Context: an optimization exercise on an open-source flow, tuned for small area, a short achievable clock period and few clock cycles per item. The choices shown serve that exercise and are no tape-out recipe. In this exercise RTL edits were held to simulation tests only and were not proved equivalent to the original.

== job 3287 ==
==> flow/design.v (excerpt) <==
module rtpmix_slot (
    input  wire         clk,
    input  wire         rst,           
    input  wire         in_valid,
    output wire         in_ready,
    input  wire [7:0]   in_mask,       
    input  wire [127:0] in_samples,    
    output wire         out_valid,
    input  wire         out_ready,
    output wire         out_present,
    output wire [15:0]  out_data
);
    reg [127:0] rs;
    reg [7:0]   rm;
    always @(posedge clk) begin
        rs <= in_samples;
        rm <= in_mask;
    end
    wire [15:0] lane0 = rs[ 15:  0] & {16{rm[0]}};
    wire [15:0] lane1 = rs[ 31: 16] & {16{rm[1]}};
    wire [15:0] lane2 = rs[ 47: 32] & {16{rm[2]}};
    wire [15:0] lane3 = rs[ 63: 48] & {16{rm[3]}};
    wire [15:0] lane4 = rs[ 79: 64] & {16{rm[4]}};
    wire [15:0] lane5 = rs[ 95: 80] & {16{rm[5]}};
    wire [15:0] lane6 = rs[111: 96] & {16{rm[6]}};
    wire [15:0] lane7 = rs[127:112] & {16{rm[7]}};
    wire m1_t = lane0[15] ^ lane1[15];
    wire n1 = lane1[0] ^ 1'b0;
    wire n2 = lane1[1] & ~lane1[0];
    wire n3 = lane1[1] ^ m1_t;
    wire n4 = (n1 & lane0[0]) ^ n3;
    wire n5 = ((n1 & lane0[1]) | (n2 & lane0[0])) ^ n3;
    wire n6 = ((n1 & lane0[2]) | (n2 & lane0[1])) ^ n3;
  ...
Size: about 5700 cells after synthesis, ~160 I/O pins.
==> flow/config.mk <==
export PLATFORM = sky130hd
export DESIGN_NAME = rtpmix_slot
export DESIGN_NICKNAME = rtpmix_slot
export VERILOG_FILES = /design/flow/design.v
export SDC_FILE = /design/flow/constraint.sdc
export NUM_CORES = 4
export LEC_CHECK = 0
export ABC_AREA = 1
export CAP_MARGIN = 20
export CORE_MARGIN = 2
export CORE_UTILIZATION = 65
export PLACE_DENSITY = 0.75
export SLEW_MARGIN = 20
export SYNTH_HIERARCHICAL = 1
export SYNTH_MINIMUM_KEEP_SIZE = 0
==> flow/constraint.sdc <==
create_clock -name core_clock -period 400.0 [get_ports {clk}]
set_input_delay 80.0000 -clock core_clock [delete_from_list [all_inputs] [get_ports {clk}]]
set_output_delay 80.0000 -clock core_clock [all_outputs]
set_load 0.01 [all_outputs]
run.sh (not shown) runs the stock make flow with config.mk's settings and CLKGATE_MAP_FILE= SYNTH_SCRIPT=/design/flow/synth_recipe.tcl, a recipe that flattens the netlist after the stock synthesis.
Job 3287 | status: complete | timing, DRC, antenna: pass
Testbench counts of job 3287, summed over its fixed seeds: cycles 32,024, items 32,000.
### job 3287 -> job 9220
==> flow/flow/run.sh (new file) <==
#!/bin/bash
# The standard layout, with plain buffers (instead of the automatically
# chosen delay buffer) on the input and output ports.
set -euo pipefail
bash standard.sh "BUFFER_PORTS_ARGS=-buffer_cell sky130_fd_sc_hd__buf_2" finish > standard_flow.log 2>&1
==> flow/standard.sh (new file) <==
#!/bin/bash
# synth_recipe.tcl (not shown) runs the flow's synth.tcl, then flattens the netlist and writes it again
# the make line also repeats each setting of config.mk as NAME=value (left out here)
make -C /OpenROAD-flow-scripts/flow DESIGN_CONFIG=/design/flow/config.mk WORK_HOME=/design/flow/orfs CLKGATE_MAP_FILE= SYNTH_SCRIPT=/design/flow/synth_recipe.tcl "${@:-finish}"
--- a/flow/config.mk
+++ b/flow/config.mk
@@ -11,2 +11,4 @@
 export CORE_UTILIZATION = 65
+export CTS_BUF_LIST = sky130_fd_sc_hd__clkbuf_8
+export CTS_CLUSTER_SIZE = 40
 export PLACE_DENSITY = 0.75
removed: flow/run.sh
[summary]
Sort job 3287 and job 9220 by initial antenna violation count, ascending, and job 3287 comes first. Job 3287 and job 9220 ended up with roughly the same wire length. Compared with job 3287, job 9220 improves minimum clock period after layout. The fmax number comes out lower for job 3287 vs job 9220. met1 track demand over resource in global routing up 0.41 points in job 9220 wrt job 3287. Via count of job 9220 exceeds that of job 3287 slightly. On wire length of the first global-routing pass, job 3287 and job 9220 are basically level.
The following lists how job 8521 was set up differently from job 9220:
--- a/flow/config.mk
+++ b/flow/config.mk
@@ -11,4 +11,2 @@
 export CORE_UTILIZATION = 65
-export CTS_BUF_LIST = sky130_fd_sc_hd__clkbuf_8
-export CTS_CLUSTER_SIZE = 40
 export PLACE_DENSITY = 0.75
Findings:
Changes observed in job 8521 relative to job 9220: final core utilization stayed essentially flat; final design instance area without fill about even; buffer levels on the longest clock path shows no meaningful change. In the tables for job 8521 and job 9220, tightest hold margin reads higher with job 8521. Total number of vias of job 8521 is on par with job 9220.

========
rtpmix_slot, a different RTL version from the one above (not shown whole).
Size in the first run: ~280 flip-flops, ~0.054 mm² of cells after synthesis.
Settings: LEC_CHECK=0, ABC_AREA=1, CAP_MARGIN=20, CORE_MARGIN=2, CORE_UTILIZATION=65, PLACE_DENSITY=0.75, SLEW_MARGIN=20, SYNTH_HIERARCHICAL=1, SYNTH_MINIMUM_KEEP_SIZE=0; clock period 400.0 ns.
Stock flow here: none of the scripts above is used.
Testbench counts at the start, summed over its fixed seeds: cycles 32,024, items 32,000.
==> next run, changes <==
==> flow/flow/run.sh (new file) <==
#!/bin/bash
# The standard layout, with plain buffers (instead of the automatically
# chosen delay buffer) on the input and output ports.
set -euo pipefail
bash standard.sh "BUFFER_PORTS_ARGS=-buffer_cell sky130_fd_sc_hd__buf_2" finish > standard_flow.log 2>&1
==> flow/standard.sh (new file) <==
#!/bin/bash
# synth_recipe.tcl (not shown) runs the flow's synth.tcl, then flattens the netlist and writes it again
# the make line also repeats each setting of config.mk as NAME=value (left out here)
make -C /OpenROAD-flow-scripts/flow DESIGN_CONFIG=/design/flow/config.mk WORK_HOME=/design/flow/orfs CLKGATE_MAP_FILE= SYNTH_SCRIPT=/design/flow/synth_recipe.tcl "${@:-finish}"
removed: flow/run.sh
=> The changed run passed the timing, DRC and antenna checks. Hold slack degrades by 4.8 ps. Worst setup slack degrades by 46 ps. Final area decreases by 1.4%. Global-route usage increases by 0.23 points. Synthesized area stays the same.
==> next run, changes <==
==> flow/run.sh (new file) <==
#!/bin/bash
# synth_recipe.tcl (not shown) runs the flow's synth.tcl, then flattens the netlist and writes it again
# the make line also repeats each setting of config.mk as NAME=value (left out here)
make -C /OpenROAD-flow-scripts/flow DESIGN_CONFIG=/design/flow/config.mk WORK_HOME=/design/flow/orfs CLKGATE_MAP_FILE= SYNTH_SCRIPT=/design/flow/synth_recipe.tcl finish
ABC_AREA = not set   (was 1)
CORE_UTILIZATION = 40   (was 65)
PLACE_DENSITY = not set   (was 0.75)
removed: flow/flow/run.sh
removed: flow/standard.sh
After rerunning: Routed wire length grows by 23%. First-iteration DRC count grows by 17%. Non-clock buffer count grows by 102. Sequential share of layout area shrinks by 1.7 points. Hold slack improved by 30 ps. Register-to-register slack got worse by 2600 ps. Core utilization shrinks by 25 points.
==> next run, changes <==
CORE_UTILIZATION = 65   (was 40)
PLACE_DENSITY = 0.75   (was not set)
What happened: Non-clock buffer count decreases by 16; final area decreases by 1.7%; register-to-register slack gets worse by 1600 ps; final cell count decreases by 9.4%; worst setup slack gets better by 130 ps; die area decreases by 38%; sequential share of layout area increases by 0.14 points; synthesized cell count does not change; area after synthesis stays the same.

-- re-timing with driven ports --
The flow's constraints put no driver on any port. The routed layouts listed below were extracted and timed again, unchanged, in two steps.
Step 1, drivers: a clkbuf_16 drives clk and a buf_2 each remaining input, both assumed.
Step 2 adds t to the input delays and takes it off the output delays; t is the mean of the earliest and latest rising clock arrival at the registers after step 1. Input paths then give back, and output paths get back, about the clock's delay inside the block.
a / b / c = no drivers / after step 1 / after step 2; a / b = the first two.
run | t (ns) | setup WS [ns] | worst register clock-pin slew, ns
job 3287 | 0.682 | 318.488 / 318.417 / 318.554 | 0.08 / 0.08
job 9220 | 0.794 | 318.803 / 318.730 / 318.584 | 0.09 / 0.09
job 8521 | 0.665 | 318.909 / 318.839 / 318.606 | 0.08 / 0.08
the first run of note 2 | 0.714 | 318.069 / 318.116 / 317.403 | 0.07 / 0.07
the second run of note 2 | 0.706 | 318.023 / 318.072 / 317.367 | 0.07 / 0.07
the third run of note 2 | 0.658 | 318.145 / 318.177 / 317.519 | 0.06 / 0.06
the fourth run of note 2 | 0.672 | 318.277 / 318.322 / 317.649 | 0.07 / 0.07
After both steps every run listed still meets setup and hold. For the first run of note 2, which loses most, drivers alone change the setup slack by +0.047 ns; drivers and shift together by -0.666 ns.
